What follows belongs to an exercise in optimizing a design on an open flow for small area, a short achievable clock period and few clock cycles; a production flow would make more cautious choices. RTL that was checked went through simulation tests only; none was proved equivalent to the original. No functional check of the RTL was part of runs 1, 4 and 5. Power figures rest on the tool's default switching activity, not on a simulated workload.

==> flow/design.v <==
module pcwlc_core (
    input  wire        clk,
    input  wire        rst,
    input  wire        host_we,
    input  wire [2:0]  host_addr,
    input  wire [63:0] host_wdata,
    output wire [31:0] status,
    output wire [63:0] res,
    output wire [63:0] res2,
    output wire [31:0] erraddr,
    output reg         port_req,
    output reg         port_we,
    output reg  [1:0]  port_size,     
    output reg  [16:0] port_addr,
    output wire [31:0] port_wdata,
    input  wire        port_ack,
    input  wire [1:0]  port_fail,     
    input  wire [31:0] port_rdata,
    input  wire [63:0] now
);
    localparam [2:0] C_OK      = 3'd0;
    localparam [2:0] C_NOTFND  = 3'd1;
    localparam [2:0] C_ALIGN   = 3'd2;
    localparam [2:0] C_RANGE   = 3'd3;
    localparam [2:0] C_UNSUP   = 3'd4;
    localparam [2:0] C_IOFAIL  = 3'd5;
    localparam [2:0] C_ILLEGAL = 3'd6;
    localparam [4:0] OP_CFG_READ   = 5'h01;
    localparam [4:0] OP_CFG_WRITE  = 5'h02;
    localparam [4:0] OP_FIND_STD   = 5'h03;
    localparam [4:0] OP_FIND_EXT   = 5'h04;
    localparam [4:0] OP_ENABLE     = 5'h05;
    localparam [4:0] OP_DISABLE    = 5'h06;
    localparam [4:0] OP_RETRAIN    = 5'h07;
    localparam [4:0] OP_SET_SPEED  = 5'h08;
    localparam [4:0] OP_READ_STAT  = 5'h09;
    localparam [4:0] OP_WAIT_TRAIN = 5'h0A;
    localparam [4:0] OP_HOT_RESET  = 5'h0B;
    localparam [4:0] OP_SET_BITS   = 5'h0C;
    localparam [4:0] S_IDLE  = 5'd0;
    localparam [4:0] S_FIN   = 5'd1;    
    localparam [4:0] S_CFGR  = 5'd2;
    localparam [4:0] S_CFGW  = 5'd3;
    localparam [4:0] S_ST    = 5'd4;    
    localparam [4:0] S_HT    = 5'd5;    
    localparam [4:0] S_PTR   = 5'd6;    
    localparam [4:0] S_ENT   = 5'd7;    
    localparam [4:0] S_EXT   = 5'd8;    
    localparam [4:0] S_RMWR  = 5'd9;    
    localparam [4:0] S_RMWW  = 5'd10;   
    localparam [4:0] S_CAP   = 5'd11;
    localparam [4:0] S_LC2R  = 5'd12;
    localparam [4:0] S_LC2W  = 5'd13;
    localparam [4:0] S_LS    = 5'd14;
    localparam [4:0] S_HRHT  = 5'd15;   
    localparam [4:0] S_POLL  = 5'd16;   
    localparam [4:0] S_SLEEP = 5'd17;
    localparam [7:0] PCIE_CAP_ID = 8'h10;
    reg [63:0] opa, opb;
    reg        busy, done, pf;
    reg [2:0]  code;
    reg [1:0]  iokind;
    reg        errv;        
    reg        resv;        
    reg        res1;        
    reg [63:0] res_q;       
    reg        dl_hi_n;     
    reg [2:0]  rs2c;        
    reg [4:0]  state;
    reg [4:0]  op;
    reg [1:0]  wc;
    reg        f;
    reg [15:0] imm;         
    reg        again;
    reg [11:0] cur;
    reg [8:0]  trip;        
    reg [63:0] lop;         
    reg [64:0] wake_n;      
    assign port_wdata = res_q[31:0];
    assign status  = {22'd0, iokind & {2{done}}, 1'b0, code & {3{done}}, 1'b0, pf, done, busy};
    assign erraddr = {15'd0, port_addr & {17{errv & done}}};
    assign res     = (res_q & {64{resv}}) | {63'd0, res1};
    reg [15:0] res2_hi;
    always @(*) begin
        case (rs2c)
            3'd1:    res2_hi = 16'h4004;
            3'd2:    res2_hi = 16'h4014;
            3'd3:    res2_hi = 16'h4020;
            3'd4:    res2_hi = 16'h4030;
            3'd5:    res2_hi = 16'h4040;
            3'd6:    res2_hi = 16'h4050;
            default: res2_hi = 16'h0000;
        endcase
    end
    assign res2 = {res2_hi, 48'd0};
    wire [31:0] cw    = host_wdata[31:0];
    wire [4:0]  c_op  = cw[4:0];
    wire [1:0]  c_w   = cw[6:5];
    wire        c_f   = cw[7];
    wire        c_k   = cw[8];
    wire [15:0] c_imm = cw[31:16];
    wire        cmd_go = host_we && host_addr == 3'd0 && !busy;
    reg c_legal;
    always @(*) begin
        case (c_op)
            OP_CFG_READ, OP_CFG_WRITE: c_legal = (cw[15:7] == 9'd0);
            OP_FIND_STD:               c_legal = (cw[31:24] == 8'd0) && (cw[15:5] == 11'd0);
            OP_FIND_EXT:               c_legal = (cw[15:5] == 11'd0);
            OP_ENABLE, OP_DISABLE, OP_READ_STAT, OP_WAIT_TRAIN, OP_HOT_RESET:
                                       c_legal = (cw[31:5] == 27'd0);
            OP_RETRAIN:                c_legal = (cw[31:8] == 24'd0) && (c_w == 2'd0);
            OP_SET_SPEED:              c_legal = (cw[31:9] == 23'd0) && (c_w == 2'd0);
            OP_SET_BITS:               c_legal = (cw[15:8] == 8'd0) && (c_w == 2'd0);
            default:                   c_legal = 1'b0;
        endcase
    end
    wire c_misaligned = (c_w == 2'd1) ? c_imm[0] :
                        (c_w[1])      ? (c_imm[1:0] != 2'd0) : 1'b0;
    reg  c_out_of_range;
    always @(*) begin
        case (c_w)
            2'd0:    c_out_of_range = (opa[63:8]  != 56'd0);
            2'd1:    c_out_of_range = (opa[63:16] != 48'd0);
            2'd2:    c_out_of_range = (opa[63:32] != 32'd0);
            default: c_out_of_range = 1'b0;
        endcase
    end
    reg       speed_ok;
    reg [2:0] speed_code;
    always @(*) begin
        speed_ok   = 1'b1;
        speed_code = 3'd0;
        if (!c_k) begin
            if (opa[63:3] == 61'd0 && opa[2:0] != 3'd0 && opa[2:0] != 3'd7)
                speed_code = opa[2:0];
            else
                speed_ok = 1'b0;
        end else begin
            case (opa)
                64'h4004000000000000: speed_code = 3'd1;
                64'h4014000000000000: speed_code = 3'd2;
                64'h4020000000000000: speed_code = 3'd3;
                64'h4030000000000000: speed_code = 3'd4;
                64'h4040000000000000: speed_code = 3'd5;
                64'h4050000000000000: speed_code = 3'd6;
                default:              speed_ok   = 1'b0;
            endcase
        end
    end
    wire        ext_none  = (opa[63:9] == 55'd0) && (opa[8:0] < 9'h104);
    wire [12:0] cs_clamp  = (opa[63:12] != 52'd0) ? 13'd4096 : {1'b0, opa[11:0]};
    wire [12:0] cs_above  = cs_clamp - 13'd256;
    wire [8:0]  ext_trip1 = (cs_above[12:3] == 10'd0) ? 9'd0 : cs_above[11:3] - 9'd1;
    reg        c_req;
    reg [2:0]  c_code;
    reg        c_errv;
    reg [4:0]  c_state;
    reg [16:0] c_addr;
    reg [1:0]  c_size;
    always @(*) begin
        c_req   = 1'b0;
        c_code  = C_OK;
        c_errv  = 1'b0;
        c_state = S_FIN;
        c_addr  = 17'h006;
        c_size  = 2'd1;
        case (c_op)
            OP_CFG_READ, OP_CFG_WRITE: begin
                c_addr = {1'b0, c_imm};
                c_size = c_w[1] ? 2'd2 : c_w;
                if (c_misaligned) begin
                    c_code = C_ALIGN;
                    c_errv = 1'b1;
                end else if (c_op[1] && c_out_of_range) begin
                    c_code = C_RANGE;
                end else begin
                    c_req   = 1'b1;
                    c_state = c_op[1] ? S_CFGW : S_CFGR;
                end
            end
            OP_FIND_EXT: begin
                c_addr = 17'h100;
                c_size = 2'd2;
                if (ext_none) begin
                    c_code = C_NOTFND;
                end else begin
                    c_req   = 1'b1;
                    c_state = S_EXT;
                end
            end
            OP_HOT_RESET: begin
                c_addr  = 17'h00E;
                c_size  = 2'd0;
                c_req   = 1'b1;
                c_state = S_HRHT;
            end
            default: begin    
                if (c_op == OP_SET_SPEED && !speed_ok) begin
                    c_code = C_RANGE;
                end else begin
                    c_req   = 1'b1;
                    c_state = S_ST;
                end
            end
        endcase
        if (!c_legal) begin
            c_req   = 1'b0;
            c_code  = C_ILLEGAL;
            c_errv  = 1'b0;
            c_state = S_FIN;
        end
    end
    reg  [64:0] add_b;
    reg         add_c;
    always @(*) begin
        if (state == S_POLL) begin
            add_b = {dl_hi_n, res_q};
            add_c = 1'b1;
        end else if (state == S_SLEEP) begin
            add_b = wake_n;
            add_c = 1'b1;
        end else begin
            add_b = {1'b0, lop};
            add_c = 1'b0;
        end
    end
    localparam integer AW = 66;
    localparam integer AL = 7;                  
    wire [AW-1:0] ad_a = {2'b0, now};
    wire [AW-1:0] ad_b = {1'b0, add_b};
    wire [AW-1:0] ad_p = ad_a ^ ad_b;
    wire [AW-1:0] ad_g = (ad_a & ad_b) | {{(AW-1){1'b0}}, ad_p[0] & add_c};
    wire [AW-1:0] bk_g [0:2*AL];
    wire [AW-1:0] bk_p [0:2*AL];
    assign bk_g[0] = ad_g;
    assign bk_p[0] = ad_p;
    genvar bl, bi;
    generate
        for (bl = 0; bl < AL; bl = bl + 1) begin : g_up
            for (bi = 0; bi < AW; bi = bi + 1) begin : g_bit
                if (((bi + 1) % (2 << bl)) == 0) begin : g_node
                    assign bk_g[bl+1][bi] = bk_g[bl][bi] | (bk_p[bl][bi] & bk_g[bl][bi-(1<<bl)]);
                    assign bk_p[bl+1][bi] = bk_p[bl][bi] & bk_p[bl][bi-(1<<bl)];
                end else begin : g_copy
                    assign bk_g[bl+1][bi] = bk_g[bl][bi];
                    assign bk_p[bl+1][bi] = bk_p[bl][bi];
                end
            end
        end
        for (bl = AL - 1; bl >= 0; bl = bl - 1) begin : g_dn
            for (bi = 0; bi < AW; bi = bi + 1) begin : g_bit
                if (((bi + 1) % (2 << bl)) == (1 << bl) && (bi + 1) > (2 << bl)) begin : g_node
                    assign bk_g[2*AL-bl][bi] = bk_g[2*AL-bl-1][bi] | (bk_p[2*AL-bl-1][bi] & bk_g[2*AL-bl-1][bi-(1<<bl)]);
                    assign bk_p[2*AL-bl][bi] = bk_p[2*AL-bl-1][bi];
                end else begin : g_copy
                    assign bk_g[2*AL-bl][bi] = bk_g[2*AL-bl-1][bi];
                    assign bk_p[2*AL-bl][bi] = bk_p[2*AL-bl-1][bi];
                end
            end
        end
    endgenerate
    wire [AW-1:0] ad_cy = bk_g[2*AL];           
    wire [65:0]   nsum  = ad_p ^ {ad_cy[AW-2:0], add_c};
    wire        past      = nsum[65];
    wire        lop_zero  = (lop == 64'd0);
    wire        ack  = port_req && port_ack;
    wire        okk  = (port_fail == 2'd0);
    wire [31:0] rd   = port_rdata;
    wire is_std   = (op == OP_FIND_STD);
    wire is_rs    = (op == OP_READ_STAT);
    wire is_lsop  = (op == OP_READ_STAT) || (op == OP_WAIT_TRAIN);
    wire is_cap   = (op == OP_SET_SPEED) && !again;
    wire [7:0] walk_id = is_std ? imm[7:0] : PCIE_CAP_ID;
    reg [15:0] rmw_set, rmw_clr;
    always @(*) begin
        rmw_set = 16'd0;
        rmw_clr = 16'd0;
        case (op)
            OP_ENABLE:    rmw_clr = 16'h0010;
            OP_DISABLE:   rmw_set = 16'h0010;
            OP_RETRAIN:   if (again) rmw_clr = 16'h0020; else rmw_set = 16'h0020;
            OP_SET_SPEED: rmw_set = 16'h0020;
            OP_HOT_RESET: if (again) rmw_clr = 16'h0040; else rmw_set = 16'h0040;
            OP_SET_BITS:  if (f) rmw_set = imm; else rmw_clr = imm;
            default:      ;
        endcase
    end
    wire [7:0] base_off = is_lsop ? 8'h12 : is_cap ? 8'h02 : 8'h10;
    wire [8:0] base_adr = {1'b0, cur[7:0]} + {1'b0, base_off};
    wire [4:0] base_st  = is_lsop ? S_LS : is_cap ? S_CAP : S_RMWR;
    wire [15:0] ls       = rd[15:0];
    wire [3:0]  ls_sc    = ls[3:0];
    wire        ls_known = (ls_sc >= 4'd1) && (ls_sc <= 4'd6);
    wire [31:0] ls_res   = {ls, 3'd0, ls[13], ls[11], ls[9:4], ls_known, ls_sc};
    wire [12:0] cs_m4    = lop[12:0] - 13'd4;
    wire        cs_big   = (lop[63:13] != 51'd0) || (cs_m4[12]);
    wire [11:0] nx       = rd[31:20];
    wire        cs_over  = !cs_big && (nx > cs_m4[11:0]);
    wire [16:0] addr_p4  = port_addr + 17'd4;
    wire [16:0] addr_lc2 = port_addr + 17'h2E;    
    wire ent_ff    = (rd[7:0] == 8'hFF);
    wire ent_match = (rd[7:0] == walk_id);
    wire ent_next  = (trip != 9'd0) && (rd[15:14] != 2'd0);
    wire ext_dead  = (rd == 32'h00000000) || (rd == 32'hFFFFFFFF);
    wire ext_match = (rd[15:0] == imm);
    wire ext_bad   = (nx[11:8] == 4'd0) || (nx == cur) || (trip == 9'd0) || cs_over;
    wire ext_mis   = (nx[1:0] != 2'd0);
    wire cfg_more  = (wc == 2'd3) && !again;
    reg       cont;
    reg [2:0] a_code;
    reg       a_errv;
    reg       a_resv;
    reg [4:0] a_state;
    always @(*) begin
        cont    = 1'b0;
        a_code  = C_OK;
        a_errv  = 1'b0;
        a_resv  = 1'b0;
        a_state = state;
        case (state)
            S_CFGR: begin
                cont   = cfg_more;
                a_resv = 1'b1;
            end
            S_CFGW: cont = cfg_more;
            S_ST: begin
                cont    = rd[4];
                a_code  = C_NOTFND;
                a_state = S_HT;
            end
            S_HT: begin
                cont    = (rd[6:1] == 6'd0) || (rd[6:0] == 7'd2);
                a_code  = C_NOTFND;
                a_state = S_PTR;
            end
            S_PTR: begin
                cont    = (rd[7:6] != 2'd0);
                a_code  = C_NOTFND;
                a_state = S_ENT;
            end
            S_ENT: begin
                if (!ent_ff && ent_match) begin
                    cont    = !is_std && !cur[0];
                    a_code  = is_std ? C_OK : C_ALIGN;
                    a_errv  = !is_std;
                    a_resv  = is_std;
                    a_state = base_st;
                end else begin
                    cont    = !ent_ff && ent_next;
                    a_code  = C_NOTFND;
                end
            end
            S_EXT: begin
                if (ext_dead) begin
                    a_code = C_NOTFND;
                end else if (ext_match) begin
                    a_resv = 1'b1;
                end else if (ext_bad) begin
                    a_code = C_NOTFND;
                end else begin
                    cont   = !ext_mis;
                    a_code = C_ALIGN;
                    a_errv = 1'b1;
                end
            end
            S_RMWR: begin
                cont    = 1'b1;
                a_state = S_RMWW;
            end
            S_RMWW: begin
                cont    = ((op == OP_RETRAIN && f) || op == OP_HOT_RESET) && !again;
                a_state = S_RMWR;
            end
            S_CAP: begin
                cont    = (rd[3:1] != 3'd0);
                a_code  = C_UNSUP;
                a_state = S_LC2R;
            end
            S_LC2R: begin
                cont    = 1'b1;
                a_state = S_LC2W;
            end
            S_LC2W: begin
                cont    = f;
                a_state = S_ST;
            end
            S_LS: begin
                a_resv  = is_rs;
            end
            S_HRHT: begin
                cont    = (rd[6:0] == 7'd1);
                a_code  = C_UNSUP;
                a_state = S_RMWR;
            end
            default: ;
        endcase
    end
    wire poll  = (state == S_LS) && !is_rs && ls[11];
    wire hsleep = (state == S_RMWW) && (op == OP_HOT_RESET) && !again && !lop_zero;
    always @(posedge clk) begin
        if (rst) begin
            opa      <= 64'd0;
            opb      <= 64'd0;
            busy     <= 1'b0;
            done     <= 1'b0;
            pf       <= 1'b0;
            resv     <= 1'b0;
            res1     <= 1'b0;
            rs2c     <= 3'd0;
            errv     <= 1'b0;
            state    <= S_IDLE;
            port_req <= 1'b0;
        end else begin
            if (host_we && host_addr == 3'd2) opa <= host_wdata;
            if (host_we && host_addr == 3'd3) opb <= host_wdata;
            if (host_we && host_addr == 3'd0 && busy) pf <= 1'b1;
            if (cmd_go) begin
                busy     <= 1'b1;
                done     <= 1'b0;
                resv     <= 1'b0;
                res1     <= 1'b0;
                rs2c     <= 3'd0;
                errv     <= c_errv;
                code     <= c_code;
                iokind   <= 2'd0;
                port_req <= c_req;
                state    <= c_state;
            end else if (state == S_FIN) begin
                busy  <= 1'b0;
                done  <= 1'b1;
                state <= S_IDLE;
            end else if (state == S_POLL) begin
                if (past) begin
                    code  <= C_OK;
                    busy  <= 1'b0;
                    done  <= 1'b1;
                    state <= S_IDLE;
                end else if (lop_zero) begin
                    port_req <= 1'b1;
                    state    <= S_ST;
                end else begin
                    state <= S_SLEEP;
                end
            end else if (state == S_SLEEP) begin
                if (past) begin
                    port_req <= 1'b1;
                    state    <= (op == OP_HOT_RESET) ? S_RMWR : S_ST;
                end
            end else if (ack) begin
                if (!okk) begin
                    port_req <= 1'b0;
                    code     <= C_IOFAIL;
                    iokind   <= port_fail;
                    errv     <= 1'b1;
                    busy     <= 1'b0;
                    done     <= 1'b1;
                    state    <= S_IDLE;
                end else if (poll) begin
                    port_req <= 1'b0;
                    state    <= S_POLL;
                end else if (hsleep) begin
                    port_req <= 1'b0;
                    state    <= S_SLEEP;
                end else begin
                    port_req <= cont;
                    busy     <= cont;
                    done     <= !cont;
                    code     <= a_code;
                    errv     <= a_errv && !cont;
                    resv     <= a_resv && !cont;
                    res1     <= (state == S_LS) && !is_rs && !cont;
                    state    <= cont ? a_state : S_IDLE;
                    if (state == S_LS && is_rs)
                        rs2c <= ls_known ? ls_sc[2:0] : 3'd0;
                end
            end
        end
    end
    reg first;    
    always @(posedge clk) begin
        first <= !busy;
        if (!busy) begin
            op    <= c_op;
            wc    <= c_w;
            f     <= c_f;
            imm   <= (c_op == OP_SET_SPEED) ? {13'd0, speed_code} : c_imm;
            lop   <= opa;
            again <= 1'b0;
            cur   <= 12'h100;
            trip  <= ext_trip1;
            port_we   <= (c_op == OP_CFG_WRITE);
            port_size <= c_size;
        end
        if (busy && first && op == OP_WAIT_TRAIN) begin
            res_q   <= ~nsum[63:0];
            dl_hi_n <= ~nsum[64];
            lop     <= opb;
        end
        if (cmd_go) begin
            port_addr   <= c_addr;
            res_q[31:0] <= opa[31:0];
        end
        case (state)
            S_CFGR: begin
                if (!again) res_q[31:0] <= rd;
                if (wc == 2'd3) begin
                    if (again) res_q[63:32] <= rd;
                end else begin
                    res_q[63:32] <= 32'd0;
                    res_q[31:0]  <= (wc == 2'd0) ? {24'd0, rd[7:0]} :
                                    (wc == 2'd1) ? {16'd0, rd[15:0]} : rd;
                end
            end
            S_ENT: if (is_std) res_q <= {56'd0, cur[7:0]};
            S_EXT: res_q <= {52'd0, cur};
            S_RMWR: res_q[31:0] <= {16'd0, (rd[15:0] | rmw_set) & ~rmw_clr};
            S_LC2R: res_q[31:0] <= {16'd0, rd[15:4], 1'b0, imm[2:0]};
            S_LS: if (is_rs) res_q <= {32'd0, ls_res};
            default: ;
        endcase
        if (state == S_LS || state == S_RMWW)
            wake_n <= ~nsum[64:0];
        if ((state == S_POLL && !past && lop_zero) || (state == S_SLEEP && past)) begin
            port_we   <= 1'b0;
            port_size <= 2'd1;
            port_addr <= (op == OP_HOT_RESET) ? 17'h03E : 17'h006;
        end else if (ack && okk) begin
            case (state)
                S_CFGR: begin
                    again     <= 1'b1;
                    port_addr <= addr_p4;
                end
                S_CFGW: begin
                    again       <= 1'b1;
                    port_addr   <= addr_p4;
                    res_q[31:0] <= lop[63:32];
                end
                S_ST: begin
                    port_addr <= 17'h00E;
                    port_size <= 2'd0;
                end
                S_HT: begin
                    port_addr <= rd[1] ? 17'h014 : 17'h034;
                end
                S_PTR: begin
                    cur       <= {4'd0, rd[7:0]};
                    trip      <= 9'd47;
                    port_addr <= {9'd0, rd[7:2], 2'b00};
                    port_size <= 2'd1;
                end
                S_ENT: begin
                    cur       <= {4'd0, rd[15:8]};
                    trip      <= trip - 9'd1;
                    port_addr <= ent_match ? {8'd0, base_adr} : {9'd0, rd[15:10], 2'b00};
                end
                S_EXT: begin
                    cur       <= nx;
                    trip      <= trip - 9'd1;
                    port_addr <= {5'd0, nx};
                end
                S_RMWR: begin
                    port_we <= 1'b1;
                end
                S_RMWW: begin
                    again   <= 1'b1;
                    port_we <= 1'b0;
                end
                S_CAP: begin
                    port_addr <= addr_lc2;
                end
                S_LC2R: begin
                    port_we <= 1'b1;
                end
                S_LC2W: begin
                    again     <= 1'b1;
                    port_we   <= 1'b0;
                    port_addr <= 17'h006;
                end
                S_HRHT: begin
                    port_addr <= 17'h03E;
                    port_size <= 2'd1;
                end
                default: ;
            endcase
        end
    end
endmodule
==> flow/run.sh <==
#!/bin/bash
# synth_recipe.tcl (not shown) runs the flow's synth.tcl, then flattens the netlist and writes it again
# the make line also repeats each setting of config.mk as NAME=value (left out here)
make -C /OpenROAD-flow-scripts/flow DESIGN_CONFIG=/design/flow/config.mk WORK_HOME=/design/flow/orfs CLKGATE_MAP_FILE= SYNTH_SCRIPT=/design/flow/synth_recipe.tcl finish
==> flow/config.mk <==
export PLATFORM = sky130hd
export DESIGN_NAME = pcwlc_core
export DESIGN_NICKNAME = pcwlc_core
export VERILOG_FILES = /design/flow/design.v
export SDC_FILE = /design/flow/constraint.sdc
export NUM_CORES = 4
export LEC_CHECK = 0
export CAP_MARGIN = 20
export CORE_MARGIN = 2
export CORE_UTILIZATION = 40
export SETUP_SLACK_MARGIN = 3.5
export SLEW_MARGIN = 20
==> flow/constraint.sdc <==
create_clock -name core_clock -period 8.0 [get_ports {clk}]
set_input_delay 1.6000 -clock core_clock [delete_from_list [all_inputs] [get_ports {clk}]]
set_output_delay 1.6000 -clock core_clock [all_outputs]
set_load 0.01 [all_outputs]
==> flow_metrics.tcl, run 1 <==
set metrics [dict create \
    outcome "no timing/DRC/antenna violations" \
    drc 0 \
    p_comb_frac 0.325 \
    setup_slack_ns 2.80 \
    crit_arrival_ns 5.66 \
    ant_nets 0 \
    pwr-share-clk 0.304 \
    layout.cells.most_common "nand2_1" \
    worstHoldPathType "reg -> reg" \
    fin_crit_ns 5.20 \
    port_buffers 315 \
    rrSetupSlack_ns 2.82 \
    dpl.cell_count 4249 \
    grt_antenna_before_repair 9 \
    setup_viol 0 \
    irDropWorstVdd_mv 0.148 \
    maxSlewViolCount 0 \
    boundaryPins 414 \
    totalPowerFinal_w 0.00736 \
    grt_pass1_vias 24200 \
    coreArea_um2 65600 \
    p_switching_w 0.00270 \
    initial_core_util 0.403 \
    slew_headroom 0.189 \
    synth_edf_count 161 \
    critPathKind "in -> reg" \
    syn2layout_area_growth_pct 28.7 \
    grt-ovfl-total 0 \
    routed_wl_mm 116 \
    worstSetupEndpointType "register" \
    yosysWarnings 1 \
    clk_latency_ns 0.65 \
    worstHoldEndpoint "opb[18]$_SDFFE_PP0P_" \
    grt_pass1_wl_mm 165 \
    reg2reg_to "trip[3]$_DFF_P_" \
    cts_buffer_depth 3 \
    worst_pin_slew_ns 1.21 \
    path_max_fanout 6 \
    cts_tree "built" \
    fin_cells 4464 \
    viasPerCell 6.04 \
    power.internal_w 0.00465 \
    ff_latch_area_um2 9820 \
    fin_nets 3842 \
    p_sw_frac 0.367 \
    root_buffer "clkbuf_16" \
    powerDensity_nw_per_um2 216 \
    dp_hpwl_mm 79.3 \
    finalCritPeriodShare 0.650 \
    via_count 26900 \
    hold_path_depth 2 \
    cts_buffers 47 \
    syn_inst 3281 \
    critPathRequiredTime_ns 8.46 \
    p_leak_nw 12.9 \
    path_clk_slew_ns 0.06 \
    synth_seq_area_share 0.370 \
    finalSetupTns_ns 0 \
    wl_per_cell_um 26.0 \
    hold_viol 0 \
    avgSynthCellArea_um2 8.07 \
    cts.htree.levels 2 \
    rr_worst_depth 30 \
    p_seq_frac 0.371 \
    synthesis.area_um2 26500 \
    async_flop_share 0 \
    yosys_register_bits 409 \
    grt_setup_unrepaired "yes" \
    die_w_um 261 \
    multi_input_area_um2 16400 \
    die_area_um2 68200 \
    clock_skew_ns 0.0549 \
    yosys_most_used_dff "dfxtp_1" \
    drt-initial-drc-count 3298 \
    r2r-start "state[2]$_SDFFE_PP0P_" \
    final_cell_mix "nand2_1 (649), a21oi_1 (307), clkdlybuf4s50_1 (279), dfxtp_1 (243), nor2_1 (203)" \
    startpoint_type "input port" \
    layout-drive-gt1-share 0.139 \
    dr.pass1.iters 8 \
    post-place-ws_ns 1.36 \
    synth.distinct_cells 93 \
    max_freq_ghz 0.192 \
    holdWs_ns 0.455 \
    grt_max_degree 76 \
    worstHoldStart "opb[18]$_SDFFE_PP0P_" \
    chipHeight_um 261 \
    num_rows 94 \
    place.gp.congestion 1.02 \
    grt_usage 0.327 \
    drv_cap 0 \
    clkSinkCount 409 \
    nFillCells 6321 \
]
## kinds of logic after synthesis
| family | synth area share |
|---|---|
| compound gates | 0.188 |
| xor+xnor | 0.0278 |
| fa+ha+maj | 0.0661 |
| buf+inv | 0.0834 |
| flops | 0.370 |
| mux | 0.0383 |
| other cells | 0.000142 |
| simple gates | 0.225 |
## how the worst max path moves through the flow
stage / from / endpoint / slack (ns)
after global routing: state[2]$_SDFFE_PP0P_ / trip[3]$_DFF_P_ / 2.60
after floorplan: now[0] / trip[3]$_DFF_P_ / 2.65
after global placement: now[0] / res_q[6]$_DFF_P_ / 1.50
after detailed placement: now[33] / trip[3]$_DFF_P_ / 1.36
final: now[0] / trip[3]$_DFF_P_ / 2.80
after CTS: now[0] / trip[3]$_DFF_P_ / 2.88
## per-layer routing
layer	vias up	global-route usage	part of all wire
li1	11900	-	-
met1	12900	0.447	0.40
met2	1764	0.477	0.42
met3	353	0.0859	0.12
met4	4	0.161	0.054
met5	-	0	0.00041
## worst max-delay path: stages
cell and delay [ns]:
buf_6 0.09, fa_2 0.39, fa_2 0.40, a211oi_2 0.25, o21bai_2 0.10, or3_4 0.34, a21o_4 0.25, a41oi_2 0.20
o2111ai_2 0.13, nand2_1 0.12, o21a_1 0.20, o21ai_4 0.09, ha_4 0.21, buf_6 0.12, buf_6 0.11, nor2_4 0.11
a311oi_4 0.11, buf_6 0.18, o31a_1 0.11, buf_6 0.15, a21oi_2 0.16, a21oi_2 0.05, nor2_1 0.13, a221oi_2 0.05
## power by group through the flow
stage	sequential, W	combinational [W]	clock [W]
after floorplan	0.00254	0.00145	0
after global routing	0.00273	0.00254	0.00233
after detailed placement	0.00278	0.00199	0
final	0.00273	0.00239	0.00224
after CTS	0.00270	0.00221	0.00226
after global placement	0.00278	0.00198	0
## Yosys cell counts (10+ instances only)
cell,instances,share of area
fa_1,33,0.025
nand2_1,657,0.093
nor2_1,242,0.034
and3_1,28,0.0066
a21o_1,30,0.0085
buf_1,14,0.0020
dfxtp_1,248,0.19
buf_4,134,0.038
edfxtp_1,161,0.18
a22oi_1,10,0.0028
inv_1,91,0.013
o21ai_0,144,0.027
a222oi_1,20,0.0076
nand2b_1,16,0.0038
xnor2_1,47,0.016
ha_1,87,0.041
o211ai_1,25,0.0071
clkbuf_1,196,0.028
or3_1,19,0.0045
o21a_1,11,0.0031
o31ai_1,13,0.0037
a211oi_1,18,0.0051
nor2b_1,15,0.0035
nand3_1,65,0.012
and2_1,92,0.022
o22ai_1,19,0.0045
xor2_1,37,0.012
a221oi_1,34,0.011
a31oi_1,28,0.0066
a41oi_1,13,0.0043
a21oi_1,346,0.065
mux2i_1,98,0.037
nor4_1,46,0.011
nand4_1,33,0.0078
nor3_1,48,0.0091
## per-stage QoR
step,utilization,cell area [um^2]
2_1_floorplan,-,27000
3_3_place_gp,0.454,29800
3_5_place_dp,0.454,29800
4_1_cts,0.505,33200
5_1_grt,0.519,34000
6_report,0.519,34100
## layout make-up
cell class                      count  area share
Sequential cell                   409       0.288
Antenna cell                        8    0.000588
Clock inverter                     23     0.00834
Inverter                           96      0.0108
Tap cell                          864      0.0317
Timing Repair Buffer              472       0.142
Clock buffer                       65      0.0380
Multi-Input combinational cell   2527       0.481
## flip-flops by register name (all words and copies together) (netlist names), 3 cells and up
signal and cells:
trip 9, lop 64, opa 64, code 3, cur 12, op 5
imm 16, opb 64, port_addr 17, wake_n 65, res_q 64, rs2c 3
state 5
## repair_timing
item                                   4_1_cts  5_1_grt
setup endpoints to repair                  177      147
buffers inserted                            76       27
endpoints found under the hold margin        0        0
hold buffers                                 0        0
resized for setup                          244      141
pin swaps                                   68       66
cloned                                      15        1
==> inputs of run 2 (changes only) <==
--- a/flow/design.v
+++ b/flow/design.v
@@ -54,7 +54,9 @@
     localparam [4:0] S_LS    = 5'd14;
     localparam [4:0] S_HRHT  = 5'd15;   
     localparam [4:0] S_POLL  = 5'd16;   
-    localparam [4:0] S_SLEEP = 5'd17;
+    localparam [4:0] S_POLL2 = 5'd18;   
+    localparam [4:0] S_SLP0  = 5'd19;   
+    localparam [4:0] S_SLEEP = 5'd17;   
     localparam [7:0] PCIE_CAP_ID = 8'h10;
     reg [63:0] opa, opb;
     reg        busy, done, pf;
@@ -216,7 +218,7 @@
         if (state == S_POLL) begin
             add_b = {dl_hi_n, res_q};
             add_c = 1'b1;
-        end else if (state == S_SLEEP) begin
+        end else if (state == S_POLL2 || state == S_SLP0 || state == S_SLEEP) begin
             add_b = wake_n;
             add_c = 1'b1;
         end else begin
@@ -261,7 +263,8 @@
     endgenerate
     wire [AW-1:0] ad_cy = bk_g[2*AL];           
     wire [65:0]   nsum  = ad_p ^ {ad_cy[AW-2:0], add_c};
-    wire        past      = nsum[65];
+    reg         past;
+    always @(posedge clk) past <= nsum[65];
     wire        lop_zero  = (lop == 64'd0);
     wire        ack  = port_req && port_ack;
     wire        okk  = (port_fail == 2'd0);
@@ -430,6 +433,10 @@
                 done  <= 1'b1;
                 state <= S_IDLE;
             end else if (state == S_POLL) begin
+                state <= S_POLL2;
+            end else if (state == S_SLP0) begin
+                state <= S_SLEEP;
+            end else if (state == S_POLL2) begin
                 if (past) begin
                     code  <= C_OK;
                     busy  <= 1'b0;
@@ -460,7 +467,7 @@
                     state    <= S_POLL;
                 end else if (hsleep) begin
                     port_req <= 1'b0;
-                    state    <= S_SLEEP;
+                    state    <= S_SLP0;
                 end else begin
                     port_req <= cont;
                     busy     <= cont;
@@ -520,11 +527,7 @@
         endcase
         if (state == S_LS || state == S_RMWW)
             wake_n <= ~nsum[64:0];
-        if ((state == S_POLL && !past && lop_zero) || (state == S_SLEEP && past)) begin
-            port_we   <= 1'b0;
-            port_size <= 2'd1;
-            port_addr <= (op == OP_HOT_RESET) ? 17'h03E : 17'h006;
-        end else if (ack && okk) begin
+        if (ack && okk) begin
             case (state)
                 S_CFGR: begin
                     again     <= 1'b1;
@@ -580,6 +583,9 @@
                     port_addr <= 17'h03E;
                     port_size <= 2'd1;
                 end
+                S_LS: begin
+                    port_addr <= 17'h006;
+                end
                 default: ;
             endcase
         end
--- a/flow/config.mk
+++ b/flow/config.mk
@@ -8,5 +8,5 @@
 export CAP_MARGIN = 20
 export CORE_MARGIN = 2
 export CORE_UTILIZATION = 40
-export SETUP_SLACK_MARGIN = 3.5
+export SETUP_SLACK_MARGIN = 5
 export SLEW_MARGIN = 20
==> run 2 against run 1 <==
Effect of this change: hold slack got worse by 0.00094 ns; critical path type unchanged; non-clock buffer count up 115; critical endpoint is now res_q[22]$_DFF_P_; area after synthesis fell by 0.40%.
==> flow_metrics.tcl, run 2 <==
set metrics [dict create \
    synth.top_cells.by_area "dfxtp_1 (19%), edfxtp_1 (18%), nand2_1 (11%), a21oi_1 (5.5%), ha_1 (4.2%)" \
    cts_tree "built" \
    coreArea_um2 65500 \
    wl_per_cell_um 26.5 \
    boundaryPins 414 \
    grt_pass1_vias 25100 \
    synth_edf_count 161 \
    grt_pass1_wl_mm 173 \
    place_area_um2 29800 \
    design_area_um2 36000 \
    cp_slowest_cell "fa_1" \
    yosysMostFrequentCell "nand2_1" \
    clock_skew_ns 0.0185 \
    synth_top_area_frac 0.189 \
    yosysWarnings 1 \
    drc 0 \
    rr_worst_depth 21 \
    nFillCells 6005 \
    fin_cells 4600 \
    cts_buffer_depth 3 \
    grt_antenna_before_repair 4 \
    die_area_um2 68000 \
    hold_viol 0 \
    drv_cap 0 \
    maxSlewViolCount 0 \
    p_comb_frac 0.290 \
    outcome "no timing/DRC/antenna violations" \
    pwr-share-clk 0.330 \
    hold_path_depth 2 \
    slew_headroom 0.246 \
    max_freq_ghz 0.197 \
    synth.distinct_cells 100 \
    syn_inst 3308 \
    p_switching_w 0.00242 \
    synthTopCellsByCount "nand2_1 (764), a21oi_1 (288), dfxtp_1 (249), nor2_1 (231), clkbuf_1 (184)" \
    grt_usage 0.345 \
    viasPerCell 6.02 \
    fin_nets 3985 \
    finalSetupTns_ns 0 \
    cts.htree.levels 2 \
    place.gp.congestion 1.00 \
    drt-initial-drc-count 3740 \
    port_buffers 315 \
    largest_reg_flops 65 \
    irDropWorstVdd_mv 0.162 \
    power.internal_w 0.00449 \
    cp_cell_sequence "clkdlybuf4s50_1, ha_1, and4_1, a21o_1, a311o_2, and3_4, nand2b_4, a21o_1, a21oi_2, o21bai_1, a31o_2, fa_1, nor2_1, a21oi_1, o21ai_1, a222oi_1, o21ai_1" \
    p_leak_nw 14.6 \
    syn2layout_area_growth_pct 36.5 \
    critPathRequiredTime_ns 8.50 \
    yosysTopAreaCell "dfxtp_1" \
    yosys_register_bits 410 \
    slowest_delay_ns 0.53 \
    multi_input_area_um2 16800 \
    worst_pin_slew_ns 1.12 \
    yosys_most_used_dff "dfxtp_1" \
    synth_seq_area_share 0.373 \
    dr.pass1.iters 7 \
    startpoint_type "input port" \
    grt-ovfl-total 0 \
    clk_latency_ns 0.62 \
    p_seq_frac 0.380 \
    worstHoldPathType "reg -> reg" \
    via_count 27700 \
    path_max_fanout 4 \
    initial_core_util 0.402 \
    avgSynthCellArea_um2 7.97 \
    ff_latch_area_um2 9930 \
    path_clk_slew_ns 0.06 \
    grt_max_degree 93 \
    dpl.cell_count 4271 \
    cts_hold_buf 0 \
    clkSinkCount 410 \
    critPathKind "in -> reg" \
    layout.cells.most_common "nand2_1" \
    synthesis.area_um2 26400 \
    regMostFlops "wake_n" \
    p_sw_frac 0.350 \
    routed_wl_mm 122 \
    post-place-ws_ns 1.70 \
    num_rows 94 \
    final_cell_mix "nand2_1 (749), a21oi_1 (270), nor2_1 (213), dfxtp_1 (196), buf_6 (172)" \
    die_w_um 261 \
    layout-drive-gt1-share 0.251 \
    powerDensity_nw_per_um2 192 \
    grt_setup_unrepaired "yes" \
    worstSetupEndpointType "register" \
    fin_crit_ns 5.08 \
    setup_slack_ns 2.92 \
    crit_arrival_ns 5.58 \
    cts_buffers 48 \
    ant_nets 0 \
    setup_viol 0 \
    finalCritPeriodShare 0.635 \
    dp_hpwl_mm 79.5 \
    chipHeight_um 261 \
    async_flop_share 0 \
    root_buffer "clkbuf_16" \
]
[run 2: per-layer routing]
layer  vias to the layer above  GRT usage  routed length (um)
li1                      12200          -                   -
met1                     13200      0.463               47600
met2                      1856      0.505               51700
met3                       422     0.0915               15100
met4                         8      0.181                7510
met5                         -          0                  57
[run 2: cell type report]
type	count	area share
well taps	864	0.0301
diodes	1	0.0000696
flip-flops and latches	410	0.276
inverters	83	0.00963
multi-input cells	2562	0.467
clock inverters	23	0.00723
clock buffers	67	0.0371
repair buffers	587	0.172
repair inverters	3	0.000730
[run 2: timing repair]
| item | 4_1_cts | 5_1_grt |
|---|---|---|
| hold endpoints to repair | 0 | 0 |
| gates cloned | 20 | 3 |
| pin swaps | 123 | 101 |
| setup endpoints to repair | 546 | 381 |
| gates resized for setup | 1052 | 342 |
| setup buffers | 159 | 56 |
[run 2: metrics by stage]
stage	power, W	hold WS (ns)	util
2_1_floorplan	0.00360	0.437	-
3_3_place_gp	0.00425	0.443	0.455
3_5_place_dp	0.00424	0.447	0.455
4_1_cts	0.00669	0.455	0.525
5_1_grt	0.00712	0.467	0.549
6_report	0.00691	0.454	0.549
[run 2: worst max-delay path: cells and delay by family]
family	cells	cell delay, ns
AND/OR/NAND/NOR	4	0.63
adder cells (fa/ha/maj)	2	0.93
buffers and inverters	1	0.46
AO/OA/AOI/OAI	10	1.98
[run 2: power by group through the flow]
stage	Clock [W]	Sequential (W)	Combinational [W]
6_report	0.00228	0.00262	0.00201
5_1_grt	0.00237	0.00262	0.00212
4_1_cts	0.00229	0.00260	0.00181
3_5_place_dp	0	0.00263	0.00161
3_3_place_gp	0	0.00263	0.00161
2_1_floorplan	0	0.00248	0.00111
[run 2: cells by family (layout without fill, tap and decap cells)]
group	count (synthesis)	in the layout	synth area share
flip-flops	410	410	0.373
other	1	99	0.000142
XOR/XNOR	86	86	0.0286
AO/OA/AOI/OAI	768	769	0.183
multiplexers	48	48	0.0183
AND/OR/NAND/NOR	1434	1439	0.247
buffers and inverters	439	763	0.0841
adder cells (fa/ha/maj)	122	122	0.0672
[run 2: path summary, 6_finish.rpt]
kind | startpoint | slack (ns) | endpoint
max | now[9] | 2.92 | res_q[22]$_DFF_P_
min | opb[40]$_SDFFE_PP0P_ | 0.45 | opb[40]$_SDFFE_PP0P_
max reg2reg | state[0]$_SDFFE_PP0P_ | 2.95 | res_q[22]$_DFF_P_
min reg2reg | opb[40]$_SDFFE_PP0P_ | 0.45 | opb[40]$_SDFFE_PP0P_
Testbench counts of run 2, summed over its fixed seeds: cycles 67,760.
==> inputs of run 3 (changes only) <==
--- a/flow/config.mk
+++ b/flow/config.mk
@@ -8,5 +8,5 @@
 export CAP_MARGIN = 20
 export CORE_MARGIN = 2
 export CORE_UTILIZATION = 40
-export SETUP_SLACK_MARGIN = 5
+export SETUP_SLACK_MARGIN = 4
 export SLEW_MARGIN = 20
==> run 3 against run 2 <==
Effect of this change: power down 3.3%; flip-flop and latch count unchanged; global-route usage down 2.1 points; non-clock buffer count down 147; sequential share of layout area up 2.4 points; via count down 5.0%; count of clock-buffer cells in the layout unchanged; first-iteration DRC count down 13%; critical path depth unchanged; critical endpoint unchanged.
==> flow_metrics.tcl, run 3 <==
set metrics [dict create \
    worstHoldStart "opb[13]$_SDFFE_PP0P_" \
    worstHoldEndpoint "opb[13]$_SDFFE_PP0P_" \
    dr.pass1.iters 8 \
    grt_usage 0.323 \
    yosysWarnings 1 \
    finalSetupTns_ns 0 \
    routed_wl_mm 114 \
    path_clk_slew_ns 0.06 \
    grt_max_degree 85 \
    critPathRequiredTime_ns 8.50 \
    async_flop_share 0 \
    design_area_um2 32700 \
    nFillCells 6363 \
    startpoint_type "input port" \
    initial_core_util 0.402 \
    synth_edf_count 161 \
    layout-drive-gt1-share 0.112 \
    slowest_delay_ns 0.66 \
    path_buf_inv 1 \
    regMostFlops "wake_n" \
    viasPerCell 5.91 \
    cp-startpoint "now[11]" \
    p_leak_nw 12.6 \
    syn_inst 3308 \
    chipHeight_um 261 \
    utilization 0.499 \
    grt_antenna_before_repair 10 \
    die_area_um2 68000 \
    synthTopCellsByCount "nand2_1 (764), a21oi_1 (288), dfxtp_1 (249), nor2_1 (231), clkbuf_1 (184)" \
    cts_hold_buf 0 \
    wl_per_cell_um 25.7 \
    worst_pin_slew_ns 1.16 \
    grt_pass1_wl_mm 162 \
    yosysMostFrequentCell "nand2_1" \
    crit_arrival_ns 5.57 \
    grt_pass1_vias 23700 \
    cts.htree.levels 2 \
    finalCritPeriodShare 0.634 \
    synth_adder_area_share 0.0672 \
    hold_viol 0 \
    syn2layout_area_growth_pct 24.1 \
    muxShareOfSynthArea 0.0183 \
    cts_buffer_depth 3 \
    ant_nets 0 \
    synthSimpleGateAreaFrac 0.247 \
    grt_setup_unrepaired "yes" \
    port_buffers 315 \
    setup_viol 0 \
    slew_headroom 0.224 \
    num_rows 94 \
    synth_compound_area_frac 0.183 \
    cp_slowest_cell "clkdlybuf4s50_1" \
    synth.distinct_cells 100 \
    yosysTopAreaCell "dfxtp_1" \
    critPathTopFamily "compound AO/OA/AOI/OAI gates" \
    synthesis.area_um2 26400 \
    fin_cells 4446 \
    r2r-start "state[0]$_SDFFE_PP0P_" \
    grt-ovfl-total 0 \
    drv_cap 0 \
    via_count 26300 \
    critPathKind "in -> reg" \
    irDropWorstVdd_mv 0.154 \
    powerDensity_nw_per_um2 204 \
    reg2reg_to "res_q[22]$_DFF_P_" \
    clkSinkCount 410 \
    synth_top_family_by_area "simple AND/OR/NAND/NOR gates" \
    rrSetupSlack_ns 2.99 \
    boundaryPins 414 \
    yosys_most_used_dff "dfxtp_1" \
    clk_latency_ns 0.62 \
    die_w_um 261 \
    cts_buffers 47 \
    drt-initial-drc-count 3262 \
    rr_worst_depth 23 \
    final_cell_mix "nand2_1 (758), clkdlybuf4s50_1 (292), a21oi_1 (283), dfxtp_1 (245), nor2_1 (223)" \
    layout.cells.most_common "nand2_1" \
    fin_crit_ns 5.07 \
    place_area_um2 29700 \
    max_freq_ghz 0.197 \
    outcome "no timing/DRC/antenna violations" \
    hold_path_depth 2 \
    clock_skew_ns 0.0158 \
    synth_seq_area_share 0.373 \
    avgSynthCellArea_um2 7.97 \
    yosys_register_bits 410 \
    synth_xor_area_frac 0.0286 \
    holdWs_ns 0.455 \
    drc 0 \
    cts_tree "built" \
    synth_top_area_frac 0.189 \
    worstSetupEndpointType "register" \
    place.gp.congestion 0.978 \
    largest_reg_flops 65 \
    synth.top_cells.by_area "dfxtp_1 (19%), edfxtp_1 (18%), nand2_1 (11%), a21oi_1 (5.5%), ha_1 (4.2%)" \
    maxSlewViolCount 0 \
    path_max_fanout 3 \
    root_buffer "clkbuf_16" \
    dp_hpwl_mm 80.6 \
    cp_cell_sequence "clkdlybuf4s50_1, ha_4, and4_1, a21o_1, a311o_1, and3_4, nand2b_4, a21o_1, a21oi_2, o21bai_2, a31o_2, fa_1, nor2_1, a21oi_1, o21ai_1, a222oi_1, o21ai_1" \
    coreArea_um2 65500 \
    fin_nets 3830 \
    worstHoldPathType "reg -> reg" \
    dpl.cell_count 4282 \
]
## run 3: worst register-to-register path: stages, from the launching register on
cell      delay (ns)
dfxtp_4         0.36
buf_12          0.15
or2_4           0.33
buf_4           0.17
buf_4           0.14
buf_4           0.16
nand2_1         0.09
a31oi_2         0.12
ha_1            0.36
and4_1          0.18
a21o_1          0.17
a311o_1         0.38
and3_4          0.21
nand2b_4        0.14
a21o_1          0.19
a21oi_2         0.19
o21bai_2        0.09
a31o_2          0.26
fa_1            0.53
nor2_1          0.04
a21oi_1         0.15
o21ai_1         0.09
a222oi_1        0.30
o21ai_1         0.10
## run 3: area by class of cell
class	count	area, um^2	area share
repair inverters	2	17.5	0.000536
well taps	864	1080	0.0330
clock buffers	67	1340	0.0410
flip-flops and latches	410	9830	0.301
inverters	83	332	0.0101
multi-input cells	2556	15600	0.475
diodes	4	10.0	0.000306
clock inverters	20	228	0.00696
repair buffers	440	4320	0.132
## run 3: how the worst max path moves through the flow
stage / to / slack, ns / depth (start not counted)
after floorplan: res_q[22]$_DFF_P_ / 2.79 / 17
after global placement: res_q[22]$_DFF_P_ / 1.85 / 18
after detailed placement: res_q[22]$_DFF_P_ / 1.80 / 18
after CTS: res_q[22]$_DFF_P_ / 3.00 / 18
after global routing: res_q[26]$_DFF_P_ / 2.81 / 17
final: res_q[22]$_DFF_P_ / 2.93 / 17
## run 3: logic make-up after synthesis
| group | Yosys count |
|---|---|
| mux | 48 |
| xor+xnor | 86 |
| flops | 410 |
| other cells | 1 |
| compound gates | 768 |
| buf+inv | 439 |
| simple gates | 1434 |
| fa+ha+maj | 122 |
## run 3: layer usage
layer,GRT usage,share of wire,vias up
li1,-,-,11900
met1,0.454,0.42,12600
met2,0.467,0.42,1518
met3,0.0771,0.11,258
met4,0.151,0.047,6
met5,0,0.00037,-
## run 3: where the power goes
group	switching, W	total (W)	internal [W]	leakage (nW)
sequential	0.000267	0.00261	0.00234	3.71
combinational	0.00107	0.00184	0.000771	8.18
clock	0.000960	0.00223	0.00127	0.755
total	0.00230	0.00668	0.00438	12.6
## run 3: timing repair
item / CTS / global route
buffers inserted: 34 / 34
setup endpoints to repair: 207 / 133
pin swaps: 76 / 89
endpoints found under the hold margin: 0 / 0
resized for setup: 157 / 85
cloned: 4 / 1
## run 3: through the flow
stage	total power (W)	setup slack (ns)
after floorplan	0.00358	2.79
after global placement	0.00424	1.85
after detailed placement	0.00423	1.80
after CTS	0.00658	3.00
after global routing	0.00690	2.81
final	0.00668	2.93
==> inputs of run 4 (changes only) <==
--- a/flow/design.v
+++ b/flow/design.v
@@ -77,6 +77,7 @@
     reg [11:0] cur;
     reg [8:0]  trip;        
     reg [63:0] lop;         
+    reg        pz;          
     reg [64:0] wake_n;      
     assign port_wdata = res_q[31:0];
     assign status  = {22'd0, iokind & {2{done}}, 1'b0, code & {3{done}}, 1'b0, pf, done, busy};
@@ -212,15 +213,20 @@
             c_state = S_FIN;
         end
     end
+    reg  [63:0] now_q;
+    always @(posedge clk) now_q <= now;
     reg  [64:0] add_b;
     reg         add_c;
     always @(*) begin
-        if (state == S_POLL) begin
-            add_b = {dl_hi_n, res_q};
+        if (state == S_POLL2) begin
+            add_b = {dl_hi_n, lop};
             add_c = 1'b1;
-        end else if (state == S_POLL2 || state == S_SLP0 || state == S_SLEEP) begin
+        end else if (state == S_SLEEP) begin
             add_b = wake_n;
             add_c = 1'b1;
+        end else if (state == S_POLL) begin
+            add_b = {1'b0, res_q};
+            add_c = 1'b0;
         end else begin
             add_b = {1'b0, lop};
             add_c = 1'b0;
@@ -228,7 +234,7 @@
     end
     localparam integer AW = 66;
     localparam integer AL = 7;                  
-    wire [AW-1:0] ad_a = {2'b0, now};
+    wire [AW-1:0] ad_a = {2'b0, now_q};
     wire [AW-1:0] ad_b = {1'b0, add_b};
     wire [AW-1:0] ad_p = ad_a ^ ad_b;
     wire [AW-1:0] ad_g = (ad_a & ad_b) | {{(AW-1){1'b0}}, ad_p[0] & add_c};
@@ -263,9 +269,8 @@
     endgenerate
     wire [AW-1:0] ad_cy = bk_g[2*AL];           
     wire [65:0]   nsum  = ad_p ^ {ad_cy[AW-2:0], add_c};
-    reg         past;
-    always @(posedge clk) past <= nsum[65];
-    wire        lop_zero  = (lop == 64'd0);
+    wire        past = nsum[65];
+    wire        lop_zero  = pz;
     wire        ack  = port_req && port_ack;
     wire        okk  = (port_fail == 2'd0);
     wire [31:0] rd   = port_rdata;
@@ -492,6 +497,7 @@
             f     <= c_f;
             imm   <= (c_op == OP_SET_SPEED) ? {13'd0, speed_code} : c_imm;
             lop   <= opa;
+            pz    <= (opa == 64'd0);
             again <= 1'b0;
             cur   <= 12'h100;
             trip  <= ext_trip1;
@@ -499,9 +505,10 @@
             port_size <= c_size;
         end
         if (busy && first && op == OP_WAIT_TRAIN) begin
-            res_q   <= ~nsum[63:0];
+            lop     <= ~nsum[63:0];
             dl_hi_n <= ~nsum[64];
-            lop     <= opb;
+            res_q   <= opb;
+            pz      <= (opb == 64'd0);
         end
         if (cmd_go) begin
             port_addr   <= c_addr;
@@ -525,7 +532,7 @@
             S_LS: if (is_rs) res_q <= {32'd0, ls_res};
             default: ;
         endcase
-        if (state == S_LS || state == S_RMWW)
+        if (state == S_POLL || state == S_SLP0)
             wake_n <= ~nsum[64:0];
         if (ack && okk) begin
             case (state)
==> run 4 against run 3 <==
Effect of this change: still clean on timing, DRC and antenna; combinational power shrank 45%; final area grew 6.0%; hold slack better by 0.016 ns; critical endpoint is now state[4]$_SDFFE_PP0P_.
==> flow_metrics.tcl, run 4 <==
set metrics [dict create \
    place.gp.congestion 0.985 \
    final_cell_mix "nand2_1 (635), a21oi_1 (309), dfxtp_1 (306), clkdlybuf4s50_1 (291), nor2_1 (235)" \
    slowest_delay_ns 0.54 \
    die_area_um2 72100 \
    avgSynthCellArea_um2 8.27 \
    path_max_fanout 5 \
    hold_viol 0 \
    crit_arrival_ns 5.42 \
    grt_setup_unrepaired "yes" \
    utilization 0.503 \
    cpMostUsedCell "nor2_4" \
    synthesis.area_um2 28000 \
    layout-drive-gt1-share 0.109 \
    crit_cells 25 \
    cts_buffers 55 \
    viasPerCell 5.90 \
    syn2layout_area_growth_pct 23.8 \
    r2r-start "state[2]$_SDFFE_PP0P_" \
    dpl.cell_count 4428 \
    path_clk_slew_ns 0.06 \
    critPathKind "reg -> reg" \
    grt_antenna_before_repair 8 \
    num_rows 96 \
    fin_crit_ns 4.86 \
    cp_slowest_cell "or4_4" \
    regMostFlops "wake_n" \
    clk_latency_ns 0.63 \
    grt_max_degree 87 \
    clock_skew_ns 0.0236 \
    layout.cells.most_common "nand2_1" \
    cts_tree "built" \
    setup_viol 0 \
    irDropWorstVdd_mv 0.165 \
    endpoint "state[4]$_SDFFE_PP0P_" \
    root_buffer "clkbuf_16" \
    startpoint_type "register" \
    max_freq_ghz 0.206 \
    synth_edf_count 162 \
    setup_slack_ns 3.14 \
    grt_usage 0.317 \
    async_flop_share 0 \
    largest_reg_flops 65 \
    yosys_register_bits 474 \
    synthTopCellsByCount "nand2_1 (640), a21oi_1 (332), dfxtp_1 (312), nor2_1 (252), clkbuf_1 (190)" \
    via_count 27200 \
    outcome "no timing/DRC/antenna violations" \
    chipHeight_um 269 \
    grt_pass1_wl_mm 169 \
    worstSetupEndpointType "register" \
    yosys_most_used_dff "dfxtp_1" \
    multi_input_area_um2 15700 \
    syn_inst 3385 \
    grt-ovfl-total 0 \
    rr_worst_depth 25 \
    yosysMostFrequentCell "nand2_1" \
    yosysWarnings 1 \
    cp-startpoint "state[2]$_SDFFE_PP0P_" \
    powerDensity_nw_per_um2 184 \
    dr.pass1.iters 9 \
    slew_headroom 0.203 \
    clkSinkCount 474 \
    synth.distinct_cells 90 \
    maxSlewViolCount 0 \
    ff_latch_area_um2 11100 \
    cts.htree.levels 2 \
    grt_pass1_vias 24900 \
    yosysTopAreaCell "dfxtp_1" \
    fin_nets 3917 \
    drc 0 \
    critPathTopFamily "compound AO/OA/AOI/OAI gates" \
    wl_per_cell_um 25.7 \
    finalCritPeriodShare 0.608 \
    synth.top_cells.by_area "dfxtp_1 (22%), edfxtp_1 (17%), nand2_1 (8.6%), a21oi_1 (5.9%), ha_1 (3.9%)" \
    nFillCells 6632 \
    finalSetupTns_ns 0 \
    critPathRequiredTime_ns 8.56 \
    die_w_um 269 \
    ant_nets 0 \
    boundaryPins 414 \
    reg2reg_to "state[4]$_SDFFE_PP0P_" \
    worst_pin_slew_ns 1.19 \
    rrSetupSlack_ns 3.14 \
    routed_wl_mm 118 \
    port_buffers 315 \
    path_buf_inv 3 \
    fin_cells 4603 \
    drt-initial-drc-count 3656 \
    worstHoldPathType "reg -> reg" \
    cts_hold_buf 0 \
    synth_seq_area_share 0.397 \
    drv_cap 0 \
    post-place-ws_ns 2.22 \
    synth_top_area_frac 0.223 \
    initial_core_util 0.406 \
    p_leak_nw 13.4 \
    cts_buffer_depth 3 \
    coreArea_um2 68900 \
    dp_hpwl_mm 84.0 \
]
[run 4: metal layers]
| metal | GRT usage | vias to the layer above | part of all wire |
|---|---|---|---|
| li1 | - | 12200 | - |
| met1 | 0.423 | 13000 | 0.40 |
| met2 | 0.489 | 1612 | 0.44 |
| met3 | 0.0727 | 324 | 0.11 |
| met4 | 0.143 | 4 | 0.052 |
| met5 | 0 | - | 0.00069 |
[run 4: report_power, final]
group	internal, W	switching, W	leakage (nW)
Combinational	0.000442	0.000569	8.30
Sequential	0.00262	0.000206	4.26
Clock	0.00145	0.00110	0.875
Total	0.00452	0.00188	13.4
[run 4: through the flow]
step                area (um^2)  power (W)  hold slack [ns]
floorplan                 28600    0.00337            0.437
global placement          31400    0.00379            0.454
detailed placement        31400    0.00379            0.460
CTS                       34000    0.00635            0.472
global route              34700    0.00659            0.497
finish                    34700    0.00639            0.470
[run 4: what timing repair did]
action                     4_1_cts  5_1_grt
setup endpoints to repair      214      132
pin swaps                       32       80
gates resized for setup        100      113
cloned                           5        1
setup buffers                   36       32
[run 4: kinds of logic after synthesis]
group	after synthesis	share of synthesized area
xor+xnor	88	0.0275
fa+ha+maj	121	0.0629
mux	106	0.0383
buf+inv	458	0.0796
flops	474	0.397
compound gates	793	0.176
simple gates	1344	0.219
other cells	1	0.000134
[run 4: final cells by class]
class                      count  area share
clock buffer                  72      0.0443
inverter                     103      0.0112
tap                          931      0.0336
clock inverter                28     0.00736
sequential                   474       0.321
multi-input combinational   2550       0.454
antenna                        1   0.0000722
timing repair buffer         444       0.128
[run 4: how the worst min path moves through the flow]
stage | start | to | slack (ns) | depth (start not counted)
6_report | pf$_SDFFE_PP0P_ | pf$_SDFFE_PP0P_ | 0.47 | 2
4_1_cts | opb[50]$_SDFFE_PP0P_ | opb[50]$_SDFFE_PP0P_ | 0.47 | 2
2_1_floorplan | res1$_SDFFE_PP0P_ | res1$_SDFFE_PP0P_ | 0.44 | 2
5_1_grt | opb[42]$_SDFFE_PP0P_ | opb[42]$_SDFFE_PP0P_ | 0.50 | 2
3_3_place_gp | pf$_SDFFE_PP0P_ | pf$_SDFFE_PP0P_ | 0.45 | 2
3_5_place_dp | pf$_SDFFE_PP0P_ | pf$_SDFFE_PP0P_ | 0.46 | 2
[run 4: worst register-to-register path, stage by stage, from the launching register on]
cell and delay [ns]:
dfxtp_2 0.34, nor2_4 0.18, nand2_8 0.08, nor2_4 0.10, buf_12 0.15, buf_12 0.12, a21oi_4 0.05, fa_2 0.38
fa_2 0.41, a211oi_2 0.22, nor2_2 0.08, o41ai_2 0.19, buf_4 0.17, o31a_1 0.22, o211a_4 0.25, o21ai_4 0.12
a31oi_4 0.18, a21oi_2 0.10, a31o_1 0.29, ha_4 0.21, nor2_4 0.08, nor2_2 0.05, nand2_1 0.06, a31oi_1 0.08
or4_4 0.54, a21oi_2 0.14
==> inputs of run 5 (changes only) <==
--- a/flow/design.v
+++ b/flow/design.v
@@ -287,7 +287,11 @@
             OP_ENABLE:    rmw_clr = 16'h0010;
             OP_DISABLE:   rmw_set = 16'h0010;
             OP_RETRAIN:   if (again) rmw_clr = 16'h0020; else rmw_set = 16'h0020;
-            OP_SET_SPEED: rmw_set = 16'h0020;
+            OP_SET_SPEED: if (again) rmw_set = 16'h0020;           
+                          else begin                               
+                              rmw_set = {13'd0, imm[2:0]};
+                              rmw_clr = 16'h000F;
+                          end
             OP_HOT_RESET: if (again) rmw_clr = 16'h0040; else rmw_set = 16'h0040;
             OP_SET_BITS:  if (f) rmw_set = imm; else rmw_clr = imm;
             default:      ;
@@ -527,8 +531,7 @@
             end
             S_ENT: if (is_std) res_q <= {56'd0, cur[7:0]};
             S_EXT: res_q <= {52'd0, cur};
-            S_RMWR: res_q[31:0] <= {16'd0, (rd[15:0] | rmw_set) & ~rmw_clr};
-            S_LC2R: res_q[31:0] <= {16'd0, rd[15:4], 1'b0, imm[2:0]};
+            S_RMWR, S_LC2R: res_q[31:0] <= {16'd0, (rd[15:0] & ~rmw_clr) | rmw_set};
             S_LS: if (is_rs) res_q <= {32'd0, ls_res};
             default: ;
         endcase
==> run 5 against run 4 <==
Effect of this change: hold slack better by 0.0037 ns; die area down 0.71%; synthesized cell count down 1.5%; sequential share of layout area up 0.39 points; critical endpoint is now state[1]$_SDFFE_PP0P_; highest routed layer is now met4.
==> flow_metrics.tcl, run 5 <==
set metrics [dict create \
    outcome "no timing/DRC/antenna violations" \
    setup_slack_ns 2.95 \
    synth_seq_area_share 0.400 \
    grt_usage 0.312 \
    port_buffers 315 \
    hold_viol 0 \
    crit_arrival_ns 5.57 \
    cts_buffer_depth 3 \
    cp-startpoint "state[4]$_SDFFE_PP0P_" \
    wl_per_cell_um 25.5 \
    clkSinkCount 474 \
    grt_max_degree 91 \
    synthTopCellsByCount "nand2_1 (642), a21oi_1 (344), dfxtp_1 (312), nor2_1 (232), clkbuf_1 (185)" \
    path_max_fanout 24 \
    root_buffer "clkbuf_16" \
    viasPerCell 5.92 \
    grt_antenna_before_repair 4 \
    regMostFlops "wake_n" \
    crit_cells 25 \
    boundaryPins 414 \
    drv_cap 0 \
    cts_buffers 54 \
    clock_skew_ns 0.0310 \
    post-place-ws_ns 1.69 \
    synth_top_area_frac 0.225 \
    slowest_delay_ns 0.41 \
    synth.top_cells.by_area "dfxtp_1 (22%), edfxtp_1 (18%), nand2_1 (8.7%), a21oi_1 (6.2%), ha_1 (3.9%)" \
    initial_core_util 0.404 \
    rrSetupSlack_ns 2.95 \
    drc 0 \
    path_buf_inv 5 \
    worstSetupEndpointType "register" \
    yosysWarnings 1 \
    coreArea_um2 68700 \
    grt_setup_unrepaired "yes" \
    yosys_most_used_dff "dfxtp_1" \
    nFillCells 6678 \
    reg2reg_to "state[1]$_SDFFE_PP0P_" \
    finalSetupTns_ns 0 \
    dp_hpwl_mm 82.0 \
    yosysMostFrequentCell "nand2_1" \
    rr_worst_depth 25 \
    drt-initial-drc-count 3409 \
    final_cell_mix "nand2_1 (636), a21oi_1 (314), dfxtp_1 (307), clkdlybuf4s50_1 (289), nor2_1 (223)" \
    grt-ovfl-total 0 \
    powerDensity_nw_per_um2 214 \
    synth_edf_count 162 \
    place.gp.congestion 0.984 \
    async_flop_share 0 \
    yosys_register_bits 474 \
    endpoint "state[1]$_SDFFE_PP0P_" \
    p_leak_nw 13.2 \
    startpoint_type "register" \
    chipHeight_um 268 \
    dr.pass1.iters 6 \
    setup_viol 0 \
    largest_reg_flops 65 \
    layout.cells.most_common "nand2_1" \
    ant_nets 0 \
    irDropWorstVdd_mv 0.168 \
    grt_pass1_wl_mm 165 \
    clk_latency_ns 0.64 \
    cts.htree.levels 2 \
    syn2layout_area_growth_pct 23.2 \
    layout-drive-gt1-share 0.0983 \
    cts_tree "built" \
    r2r-start "state[4]$_SDFFE_PP0P_" \
    worstHoldPathType "reg -> reg" \
    critPathRequiredTime_ns 8.52 \
    yosysTopAreaCell "dfxtp_1" \
    slew_headroom 0.235 \
    cp_slowest_cell "o41ai_4" \
    fin_crit_ns 5.05 \
    path_clk_slew_ns 0.06 \
    routed_wl_mm 116 \
    fin_nets 3847 \
    worst_pin_slew_ns 1.15 \
    synthesis.area_um2 27800 \
    cts_hold_buf 0 \
    die_w_um 268 \
    num_rows 96 \
    critPathTopFamily "compound AO/OA/AOI/OAI gates" \
    maxSlewViolCount 0 \
    critPathKind "reg -> reg" \
    die_area_um2 71600 \
    synth.distinct_cells 83 \
    avgSynthCellArea_um2 8.33 \
    via_count 26800 \
    grt_pass1_vias 24800 \
    finalCritPeriodShare 0.631 \
    syn_inst 3335 \
    max_freq_ghz 0.198 \
]
[run 5: final cells by class]
type | instances | area (um^2) | area share
Multi-Input combinational cell | 2510 | 15500 | 0.453
Sequential cell | 474 | 11100 | 0.325
Timing Repair Buffer | 424 | 4270 | 0.125
Clock buffer | 77 | 1570 | 0.0459
Tap cell | 931 | 1160 | 0.0340
Inverter | 94 | 353 | 0.0103
Clock inverter | 23 | 224 | 0.00654
Antenna cell | 3 | 7.51 | 0.000219
[run 5: worst min-delay path by stage]
stage | startpoint | cells after the start | slack (ns) | end
after floorplan | pf$_SDFFE_PP0P_ | 2 | 0.44 | pf$_SDFFE_PP0P_
after global placement | opb[17]$_SDFFE_PP0P_ | 2 | 0.46 | opb[17]$_SDFFE_PP0P_
after detailed placement | opa[44]$_SDFFE_PP0P_ | 2 | 0.47 | opa[44]$_SDFFE_PP0P_
after CTS | opa[36]$_SDFFE_PP0P_ | 2 | 0.48 | opa[36]$_SDFFE_PP0P_
after global routing | opb[16]$_SDFFE_PP0P_ | 2 | 0.49 | opb[16]$_SDFFE_PP0P_
final | opa[36]$_SDFFE_PP0P_ | 2 | 0.47 | opa[36]$_SDFFE_PP0P_
[run 5: worst reg2reg max path, stage by stage (launching register included)]
cell	delay (ns)
dfxtp_1	0.31
buf_6	0.17
nand2_4	0.10
nor2_4	0.04
buf_12	0.14
buf_12	0.16
bufbuf_16	0.30
nor2_1	0.10
a21oi_1	0.07
ha_1	0.20
a21oi_2	0.17
o21ai_1	0.11
a221oi_2	0.26
buf_4	0.19
o221ai_4	0.11
a21oi_4	0.18
o22ai_4	0.13
o41ai_4	0.41
o21ai_2	0.11
a31o_4	0.28
ha_4	0.19
o31ai_4	0.17
a21oi_2	0.09
or3_4	0.39
a2bb2oi_4	0.20
a2111oi_4	0.37
[run 5: repair_timing]
item                                    in CTS  in global routing
resized for setup                          118                 79
buffers inserted                            36                 21
pin swaps                                   45                 28
endpoints found under the setup margin     189                136
cloned                                       9                  2
[run 5: power by group]
part	switching, W	internal (W)
Combinational	0.00104	0.000775
Clock	0.00107	0.00146
Sequential	0.000302	0.00268
[run 5: cell families after synthesis]
| family | count (synthesis) | synth area share |
|---|---|---|
| compound gates | 754 | 0.168 |
| buf+inv | 449 | 0.0798 |
| mux | 112 | 0.0407 |
| fa+ha+maj | 120 | 0.0630 |
| flops | 474 | 0.400 |
| xor+xnor | 89 | 0.0281 |
| simple gates | 1336 | 0.220 |
| other cells | 1 | 0.000135 |
[run 5: through the flow]
step	util	instances	power [W]	area [um^2]	hold slack, ns
floorplan	-	3432	0.00403	28400	0.438
global placement	0.453	4364	0.00465	31100	0.461
detailed placement	0.453	4364	0.00465	31100	0.466
CTS	0.492	4509	0.00727	33800	0.475
global route	0.498	4534	0.00759	34200	0.494
finish	0.498	4536	0.00734	34200	0.474
[run 5: layer usage]
| metal | routed length (um) | vias to the layer above | track usage | part of all wire |
|---|---|---|---|---|
| met5 | 0 | - | 0 | 0 |
| met2 | 52900 | 1561 | 0.499 | 0.46 |
| met3 | 11000 | 343 | 0.0588 | 0.095 |
| met1 | 44900 | 12900 | 0.399 | 0.39 |
| li1 | - | 12000 | - | - |
| met4 | 6820 | 0 | 0.166 | 0.059 |

[re-timing with driven ports]
How much do the figures lean on ideal ports? The routed layouts below were timed once more, with nothing changed but the port constraints.
Step 1: set_driving_cell puts a clkbuf_16 on clk and a buf_2 on each other input, an assumption about the parent block.
Step 2, shift: input delay + t, output delay - t, t = (earliest + latest rising clock arrival at the registers) / 2. This alone moves slack from input paths to output paths.
a / b / c = ideal ports / drivers / drivers and shift; a / b = the first two.
| run | t, ns | setup WS [ns] | latest minus earliest clock arrival (ns) | worst register clock-pin slew, ns | worst slew at a driven data input, ns |
|---|---|---|---|---|---|
| run 1 | 0.684 | 2.800 / 2.824 / 2.143 | 0.055 / 0.055 | 0.07 / 0.07 | 0.06 |
| run 2 | 0.676 | 2.922 / 2.950 / 2.280 | 0.019 / 0.018 | 0.07 / 0.07 | 0.11 |
| run 3 | 0.679 | 2.925 / 2.952 / 2.274 | 0.017 / 0.017 | 0.07 / 0.07 | 0.13 |
| run 4 | 0.686 | 3.140 / 3.140 / 2.905 | 0.023 / 0.024 | 0.07 / 0.07 | 0.14 |
| run 5 | 0.694 | 2.954 / 2.954 / 2.954 | 0.033 / 0.033 | 0.07 / 0.07 | 0.10 |
After both steps every run listed still meets setup and hold. For run 1, which loses most, drivers alone change the setup slack by +0.024 ns; drivers and shift together by -0.657 ns.
